Source: an optimization exercise on an open RTL-to-GDS flow (aim: a short achievable clock period and few clock cycles). Production flows keep margins and buffers that such runs may drop.
In this exercise RTL edits were held to simulation tests only and were not proved equivalent to the original.
Power is estimated from default activity; no workload was simulated.

==> design.v <==
module gbn_sender (
    input  wire         clk,
    input  wire         rst,
    input  wire         start,
    output wire         src_next,
    input  wire         src_rsp,
    input  wire         src_exh,
    input  wire         src_last,
    input  wire [7:0]   src_len,
    input  wire [239:0] src_data,
    output wire         src_seek,
    output wire [11:0]  src_seek_idx,
    output wire         tx_valid,
    output wire [263:0] tx_frame,
    input  wire         tx_ready,
    input  wire         tx_err,
    output wire         rx_req,
    input  wire         rx_rsp,
    input  wire         rx_err,
    input  wire         rx_timeout,
    input  wire         rx_short,
    input  wire [23:0]  rx_hdr,
    output wire         ev_valid,
    output wire         ev_kind,
    output wire [2:0]   ev_seq,
    output wire         done,
    output wire         fault,
    output wire [3:0]   cause
);
    localparam [3:0] F_SHORT    = 4'd1, F_FIELD    = 4'd2, F_SRC_ZERO = 4'd3,
                     F_CH_SEND  = 4'd4, F_CH_RECV  = 4'd5, F_UNDERFLOW = 4'd6,
                     F_OVERFLOW = 4'd7, F_SRC_PROTO = 4'd8;
    reg          st_idle, st_src, st_tx, st_seek, st_rx, st_ev, st_done, st_fault;
    reg          m_old;      
    reg          m_eot;      
    reg          sk_src;     
    reg  [3:0]   cause_r;
    reg  [2:0]   base;
    reg  [2:0]   next_seq;       
    reg  [2:0]   outstanding;
    reg  [11:0]  sent_count;     
    reg  [11:0]  acked_count;
    reg          do_nothing, resend, send_eot, src_done;
    reg  [2:0]   rs_rem;         
    reg  [11:0]  rs_off;
    reg  [2:0]   rs_seq;
    reg          last_l;
    reg  [11:0]  seek_idx;
    reg  [2:0]   rx_n;
    reg  [263:0] fb;
    assign src_next     = st_src;
    assign src_seek     = st_seek;
    assign src_seek_idx = seek_idx;
    assign tx_valid     = st_tx;
    assign tx_frame     = fb;
    assign rx_req       = st_rx;
    assign ev_valid     = st_ev;
    assign ev_kind      = m_eot;
    assign ev_seq       = rx_n;
    assign done         = st_done;
    assign fault        = st_fault;
    assign cause        = cause_r;
    wire       rx_illegal = (|rx_hdr[7:2]) || (|rx_hdr[15:11]) ||
                            (|rx_hdr[23:21]) || (&rx_hdr[20:16]);
    wire       rx_is_ack    = (rx_hdr[1:0] == 2'd0);
    wire       rx_is_eotack = (rx_hdr[1:0] == 2'd2);
    wire [2:0] rx_seq       = rx_hdr[10:8];
    wire       len_zero = (src_len == 8'd0);
    wire       len_big  = (|src_len[7:5]) || (&src_len[4:0]);
    reg [239:0] payload_masked;
    integer b;
    always @(*) begin
        for (b = 0; b < 30; b = b + 1)
            payload_masked[8*b +: 8] = (b < src_len[4:0]) ? src_data[8*b +: 8] : 8'h00;
    end
    wire [2:0]  out_p1    = outstanding + 3'd1;
    wire        sent_max  = &sent_count;
    wire        acked_z   = (acked_count == 12'd0);
    wire [11:0] acked_m1  = acked_count - 12'd1;
    wire        src_done1 = src_done | last_l;
    wire [2:0]  ack_d     = rx_n - base;
    wire        ack_found = (ack_d < outstanding);
    wire        ack_late  = src_done && (outstanding < 3'd6) && (rx_n == sent_count[2:0]);
    wire [2:0]  ack_pop   = ack_found ? (ack_d + 3'd1) : outstanding;
    always @(posedge clk) begin
        if (rst) begin
            st_idle     <= 1'b1;
            st_src      <= 1'b0;
            st_tx       <= 1'b0;
            st_seek     <= 1'b0;
            st_rx       <= 1'b0;
            st_ev       <= 1'b0;
            st_done     <= 1'b0;
            st_fault    <= 1'b0;
            m_old       <= 1'b0;
            m_eot       <= 1'b0;
            sk_src      <= 1'b0;
            cause_r     <= 4'd0;
            base        <= 3'd0;
            next_seq    <= 3'd0;
            outstanding <= 3'd0;
            sent_count  <= 12'd0;
            acked_count <= 12'd0;
            do_nothing  <= 1'b0;
            resend      <= 1'b0;
            send_eot    <= 1'b0;
            src_done    <= 1'b0;
            rs_rem      <= 3'd0;
            rs_off      <= 12'd0;
            rs_seq      <= 3'd0;
            last_l      <= 1'b0;
            seek_idx    <= 12'd0;
            rx_n        <= 3'd0;
            fb          <= 264'd0;
        end else begin
            if (st_src) begin
                fb[1:0]     <= 2'd1;
                fb[10:8]    <= m_old ? rs_seq : next_seq;
                fb[20:16]   <= src_len[4:0];
                fb[263:24]  <= payload_masked;
            end else if (!st_tx) begin
                fb[1:0]     <= 2'd3;
                fb[10:8]    <= base;
                fb[20:16]   <= 5'd0;
                fb[263:24]  <= 240'd0;
            end
            if (st_rx)
                rx_n <= rx_seq;
            if (st_idle) begin
                if (start) begin
                    st_idle <= 1'b0;
                    st_src  <= 1'b1;
                    m_old   <= 1'b0;
                end
            end
            if (st_src && src_rsp) begin
                st_src <= 1'b0;
                if (src_exh && !m_old) begin
                    src_done <= 1'b1;
                    if (resend) begin
                        st_seek  <= 1'b1;
                        sk_src   <= 1'b1;
                        seek_idx <= acked_count;
                        rs_off   <= acked_count;
                        rs_seq   <= base;
                        rs_rem   <= outstanding;
                    end else begin
                        st_rx <= 1'b1;
                        m_eot <= 1'b0;
                    end
                end else if (src_exh) begin
                    st_fault <= 1'b1;
                    cause_r  <= F_SRC_PROTO;
                end else if (len_zero) begin
                    st_fault <= 1'b1;
                    cause_r  <= F_SRC_ZERO;
                end else if (len_big) begin
                    st_fault <= 1'b1;
                    cause_r  <= F_SRC_PROTO;
                end else if (!m_old && sent_max) begin
                    st_fault <= 1'b1;
                    cause_r  <= F_OVERFLOW;
                end else begin
                    st_tx  <= 1'b1;
                    m_eot  <= 1'b0;
                    last_l <= src_last;
                end
            end
            if (st_tx && tx_ready) begin
                st_tx <= 1'b0;
                if (tx_err) begin
                    st_fault <= 1'b1;
                    cause_r  <= F_CH_SEND;
                end else if (m_eot) begin
                    st_rx <= 1'b1;
                end else if (m_old) begin
                    st_seek <= 1'b1;
                    if (rs_rem != 3'd1) begin
                        sk_src   <= 1'b1;
                        seek_idx <= rs_off + 12'd1;
                        rs_off   <= rs_off + 12'd1;
                        rs_seq   <= rs_seq + 3'd1;
                        rs_rem   <= rs_rem - 3'd1;
                    end else begin
                        sk_src   <= 1'b0;
                        seek_idx <= sent_count;
                        resend   <= 1'b0;
                    end
                end else begin
                    outstanding <= out_p1;
                    next_seq    <= next_seq + 3'd1;
                    sent_count  <= sent_count + 12'd1;
                    src_done    <= src_done1;
                    if (!src_done1 && (outstanding < 3'd6)) begin
                        st_src <= 1'b1;
                        m_old  <= 1'b0;
                    end else if (resend) begin
                        st_seek  <= 1'b1;
                        sk_src   <= 1'b1;
                        seek_idx <= acked_count;
                        rs_off   <= acked_count;
                        rs_seq   <= base;
                        rs_rem   <= out_p1;
                    end else begin
                        st_rx <= 1'b1;
                    end
                end
            end
            if (st_seek) begin
                st_seek <= 1'b0;
                if (sk_src) begin
                    st_src <= 1'b1;
                    m_old  <= 1'b1;
                end else begin
                    st_rx <= 1'b1;
                    m_eot <= 1'b0;
                end
            end
            if (st_rx && rx_rsp) begin
                st_rx <= 1'b0;
                if (rx_err) begin
                    st_fault <= 1'b1;
                    cause_r  <= F_CH_RECV;
                end else if (rx_timeout) begin
                    if (m_eot) begin
                        st_tx <= 1'b1;
                    end else if (outstanding == 3'd0) begin
                        do_nothing <= 1'b0;
                        if (src_done) begin
                            send_eot <= 1'b1;
                            st_tx    <= 1'b1;
                            m_eot    <= 1'b1;
                        end else begin
                            st_src <= 1'b1;
                            m_old  <= 1'b0;
                        end
                    end else begin
                        resend <= 1'b1;
                        if (!src_done && (outstanding != 3'd7)) begin
                            st_src <= 1'b1;
                            m_old  <= 1'b0;
                        end else begin
                            st_seek  <= 1'b1;
                            sk_src   <= 1'b1;
                            seek_idx <= acked_count;
                            rs_off   <= acked_count;
                            rs_seq   <= base;
                            rs_rem   <= outstanding;
                        end
                    end
                end else if (rx_short) begin
                    st_fault <= 1'b1;
                    cause_r  <= F_SHORT;
                end else if (rx_illegal) begin
                    st_fault <= 1'b1;
                    cause_r  <= F_FIELD;
                end else if (m_eot) begin
                    if (rx_is_eotack) begin
                        st_ev <= 1'b1;
                    end else if (acked_z) begin
                        st_fault <= 1'b1;
                        cause_r  <= F_UNDERFLOW;
                    end else begin
                        outstanding <= 3'd0;
                        base        <= rx_seq;
                        next_seq    <= rx_seq;
                        acked_count <= acked_m1;
                        sent_count  <= acked_m1;
                        src_done    <= 1'b0;
                        do_nothing  <= 1'b1;
                        send_eot    <= 1'b0;
                        seek_idx    <= acked_m1;
                        sk_src      <= 1'b0;
                        st_seek     <= 1'b1;
                        m_eot       <= 1'b0;
                    end
                end else if (rx_is_ack && !do_nothing) begin
                    st_ev <= 1'b1;
                end else if (!do_nothing && !src_done && (outstanding != 3'd7)) begin
                    st_src <= 1'b1;
                    m_old  <= 1'b0;
                end else begin
                    st_rx <= 1'b1;
                end
            end
            if (st_ev) begin
                st_ev <= 1'b0;
                if (m_eot) begin
                    st_done <= 1'b1;
                end else if (ack_found || ack_late) begin
                    outstanding <= outstanding - ack_pop;
                    base        <= base + ack_pop;
                    acked_count <= acked_count + {9'd0, ack_pop};
                    if (!src_done) begin
                        st_src <= 1'b1;
                        m_old  <= 1'b0;
                    end else begin
                        st_rx <= 1'b1;
                    end
                end else if (acked_z) begin
                    st_fault <= 1'b1;
                    cause_r  <= F_UNDERFLOW;
                end else begin
                    outstanding <= 3'd0;
                    base        <= rx_n;
                    next_seq    <= rx_n;
                    acked_count <= acked_m1;
                    sent_count  <= acked_m1;
                    src_done    <= 1'b0;
                    do_nothing  <= 1'b1;
                    seek_idx    <= acked_m1;
                    sk_src      <= 1'b0;
                    st_seek     <= 1'b1;
                end
            end
        end
    end
endmodule
==> run.sh <==
#!/bin/bash
# synth_recipe.tcl (not shown) runs the flow's synth.tcl, then flattens the netlist and writes it again
# the make line also repeats each setting of config.mk as NAME=value (left out here)
make -C /OpenROAD-flow-scripts/flow DESIGN_CONFIG=/design/flow/config.mk WORK_HOME=/design/flow/orfs CLKGATE_MAP_FILE= SYNTH_SCRIPT=/design/flow/synth_recipe.tcl finish
==> config.mk <==
export PLATFORM = sky130hd
export DESIGN_NAME = gbn_sender
export DESIGN_NICKNAME = gbn_sender
export VERILOG_FILES = /design/flow/design.v
export SDC_FILE = /design/flow/constraint.sdc
export NUM_CORES = 4
export LEC_CHECK = 0
export CAP_MARGIN = 20
export CORE_MARGIN = 2
export CORE_UTILIZATION = 30
export PLACE_DENSITY = 0.5
export SLEW_MARGIN = 20
==> constraint.sdc <==
create_clock -name core_clock -period 10.0 [get_ports {clk}]
set_input_delay 2.0000 -clock core_clock [delete_from_list [all_inputs] [get_ports {clk}]]
set_output_delay 2.0000 -clock core_clock [all_outputs]
set_load 0.01 [all_outputs]
==> results.txt <==
-- power groups by stage --
| stage | Combinational (uW) | Clock (uW) | Sequential, uW |
|---|---|---|---|
| floorplan | 98.9 | 0 | 1410 |
| global placement | 316 | 0 | 1410 |
| detailed placement | 317 | 0 | 1410 |
| CTS | 319 | 1610 | 1380 |
| global route | 338 | 1660 | 1380 |
| finish | 317 | 1570 | 1380 |
-- registers in the layout, indices dropped and copies added, names as in the netlist, 3 cells and up --
name / count
sent_count: 12
cause_r: 4
seek_idx: 12
rs_off: 12
rs_seq: 3
outstanding: 3
fb: 250
next_seq: 3
rs_rem: 3
acked_count: 12
rx_n: 3
base: 3
-- per-stage QoR --
step,total power (uW),setup WS [ns],hold slack [ns]
floorplan,1512,6.108,0.4302
finish,3265,5.365,0.4477
global placement,1723,5.131,0.4351
CTS,3305,5.420,0.4520
global route,3375,5.033,0.4789
detailed placement,1725,5.014,0.4435
-- final timing paths --
path                            from                        end  slack (ns)
hold / removal    fb[0]$_SDFFE_PP0P_         fb[0]$_SDFFE_PP0P_        0.45
setup reg to reg  base[1]$_SDFF_PP0_  acked_count[8]$_SDFF_PP0_        5.36
hold reg to reg   fb[0]$_SDFFE_PP0P_         fb[0]$_SDFFE_PP0P_        0.45
setup / recovery  base[1]$_SDFF_PP0_  acked_count[8]$_SDFF_PP0_        5.36
-- cells in the mapped netlist, drive strengths merged (8+ instances only) --
library cell  count
a22oi           251
a31oi             9
xor2             16
nand3            16
xnor2            31
and2              9
inv              36
a21o              9
nor2b            10
o21ai            49
o32ai            10
ha               19
and3             10
nor4             12
clkbuf          107
a211oi           33
buf              35
nor3             39
o22ai            13
nor2            342
nand2           100
mux2i            24
o211ai            8
dfxtp           335
nand4            11
a21oi            91
-- kinds of logic after synthesis --
| kind of cell | after synthesis |
|---|---|
| fa+ha+maj | 23 |
| flops | 335 |
| simple gates | 589 |
| compound gates | 543 |
| other cells | 1 |
| xor+xnor | 48 |
| mux | 28 |
| buf+inv | 180 |
-- per-layer routing --
metal,vias to the layer above,global-route usage [%]
li1,7311,-
met1,7783,31.51
met2,649,46.86
met3,120,6.763
met4,14,7.548
met5,-,0
-- cell type report --
class | count | area, um2 | share of cell area (%)
multi-input combinational | 1245 | 7575 | 33.76
tap | 664 | 830.8 | 3.702
sequential | 335 | 6706 | 29.89
clock buffer | 64 | 1285 | 5.727
antenna | 8 | 20.02 | 0.08922
clock inverter | 11 | 131.4 | 0.5855
timing repair buffer | 574 | 5748 | 25.62
inverter | 38 | 142.6 | 0.6357
-- worst reg2reg max path: stages (launching register included) --
cell and delay, ns:
dfxtp_1 0.54, inv_1 0.21, fa_1 0.43, xnor3_1 0.23, ha_1 0.31, nand2_1 0.05, o21ai_0 0.42, buf_4 0.28
nand2_1 0.06, o21ai_0 0.21, ha_1 0.28, fa_1 0.23, a21o_1 0.13, nand2_1 0.13, nor3_1 0.34, a31o_2 0.21
a21oi_1 0.06, a2111oi_0 0.38
==> impl_metrics.toml <==
[timing]
finalMaxSlewViolations = 0
period_share_pct = 46.35
slew_headroom_pct = 19.74
fin_worst_skew_ns = 0.02066
rsz0062_at_grt = "no"
period_needed_ns = 4.635
tns_ns = 0
final-hold-violation-count = 0
fmax_mhz = 215.7
tightest_slew_ns = 1.204
finalSetupViolations = 0

[worst_setup_path]
crit_path_max_incr_delay_ns = 0.54
critical_path_required_ns = 10.44
critical_path.most_common_cell = "nand2_1"
cp_slowest_cell = "dfxtp_1"
r2r_cells = 17
crit_path_cell_trace = "inv_1 -> fa_1 -> xnor3_1 -> ha_1 -> nand2_1 -> o21ai_0 -> buf_4 -> nand2_1 -> o21ai_0 -> ha_1 -> fa_1 -> a21o_1 -> nand2_1 -> nor3_1 -> a31o_2 -> a21oi_1 -> a2111oi_0"
worst_setup_path_end_kind = "flip-flop"
path_max_fanout = 12
start_kind = "flip-flop"
crit_cells = 17
crit_type = "reg -> reg"
critPathArrivalTime_ns = 5.07
worstPathBufferInverterCount = 2
cp_top_family = "compound AO/OA/AOI/OAI gates"

[logic_synthesis]
synthCells = 1747
yosysSeqAreaShare_pct = 44.77
yosys.area_share.simple_pct = 17.50
synth_top_area_share_pct = 44.77
synth_mux_area_share_pct = 1.904
synth_xor_area_share_pct = 2.898
syn-mean-instance-area_um2 = 8.575
synth_ff_type = "dfxtp_1"
synth.area.top_cells = "dfxtp_1, a22oi_1, nor2_1, a21oi_1, clkbuf_1"
synth.largest_area_cell = "dfxtp_1"
ys_ff_latch = 335
synthAdderAreaFrac_pct = 2.121
synth_edf_count = 0
syn-cell-area_um2 = 14980
async_flop_share_pct = 0
synth_warnings = 1
synth_top_family_by_area = "compound AO/OA/AOI/OAI gates"
synth_compound_area_share_pct = 25.67
ys_types = 87

[global_route]
grt_first_pass_wirelength_um = 101900
grt-ovfl-total = 0
grt_use_total_pct = 26.47
grt_max_degree = 246
grt_pass1_vias = 15060
antenna_found_initial = 17

[power]
intPower_uw = 2469
power_density_nw_per_um2 = 145.5
p_sw_uw = 796.5
swShare_pct = 24.39
ir_worst_vdd_v = 0.0001149
p_clk_share_pct = 48.0
p_seq_share_pct = 42.3
p_comb_share_pct = 9.7
p_leak_uw = 0.007909

[routing]
totalWireLength_um = 71780
wl_met1_um = 28210
drc_errors = 0
dr.max_layer_used = "met5"
dr_total_vias = 15880
wl_met3_um = 5136
wl_per_cell_um = 24.42
wl_met2_um = 36580
drtIter0Drc = 1338
drt_first_pass_iters = 5
ant_nets = 0
vias_per_cell = 5.402

[finish]
fillers = 4812
layout_commonest_cell = "clkdlybuf4s50_1"
mostFrequentLayoutCells = "clkdlybuf4s50_1, nor2_1, dfxtp_1"
finish.utilization_pct = 45.65
areaGrowthSynthToFinish_pct = 49.79
drive_gt1_share_pct = 4.852
nets = 2543
layoutNonFillerInstCount = 2939
design_area_um2 = 22440

[cts]
numCtsBuffers = 42
cts-htree-levels = 2
cts_sinks = 335
clk_pin_slew_ns = 0.06
cts_tree = "yes"
clock-root-buffer = "clkbuf_16"
clk_latency_ns = 0.57
postCtsSetupBuffers = 0
hold_buffers = 0
cts_max_path_buffers = 3
cts.repair.resized = 0

[worst_hold_path]
min_path_type = "reg -> reg"
hold_depth = 2

[die]
start_util_pct = 30.48
dieArea_um2 = 51740
die_y_um = 227.5
die_x_um = 227.5
ios = 575
num_rows = 81
core_um2 = 49150

[placement]
place_hpwl_um = 54100
numPortBuffers = 560
gp_congestion = 0.9088
placedCellCount = 2855
placed_cell_area_um2 = 20980

[run]
max_cap_viol_count = 0

[run_status]
outcome = "complete, no violations"
Testbench counts, summed over its fixed seeds: cycles 23,695.

## what the ideal ports hide
In the flow no input, the clock included, has a driving cell. The finished layout below was timed again as built, in two steps.
Step 1: set_driving_cell puts a clkbuf_16 on clk and a buf_2 on each other input, an assumption about the parent block.
Step 2 adds t to the input delays and takes it off the output delays; t is the mean of the earliest and latest rising clock arrival at the registers after step 1. Input paths then give back, and output paths get back, about the clock's delay inside the block.
Slacks: no drivers / after step 1 / after step 2; pairs: no drivers / after step 1.
t (ns): 0.625
slack for setup (ns): 5.365 / 5.365 / 4.919
worst data-port slew with drivers (ns): 0.15
After both steps this run still meets setup and hold. For this run, drivers alone change the setup slack by 0.000 ns; drivers and shift together by -0.446 ns.
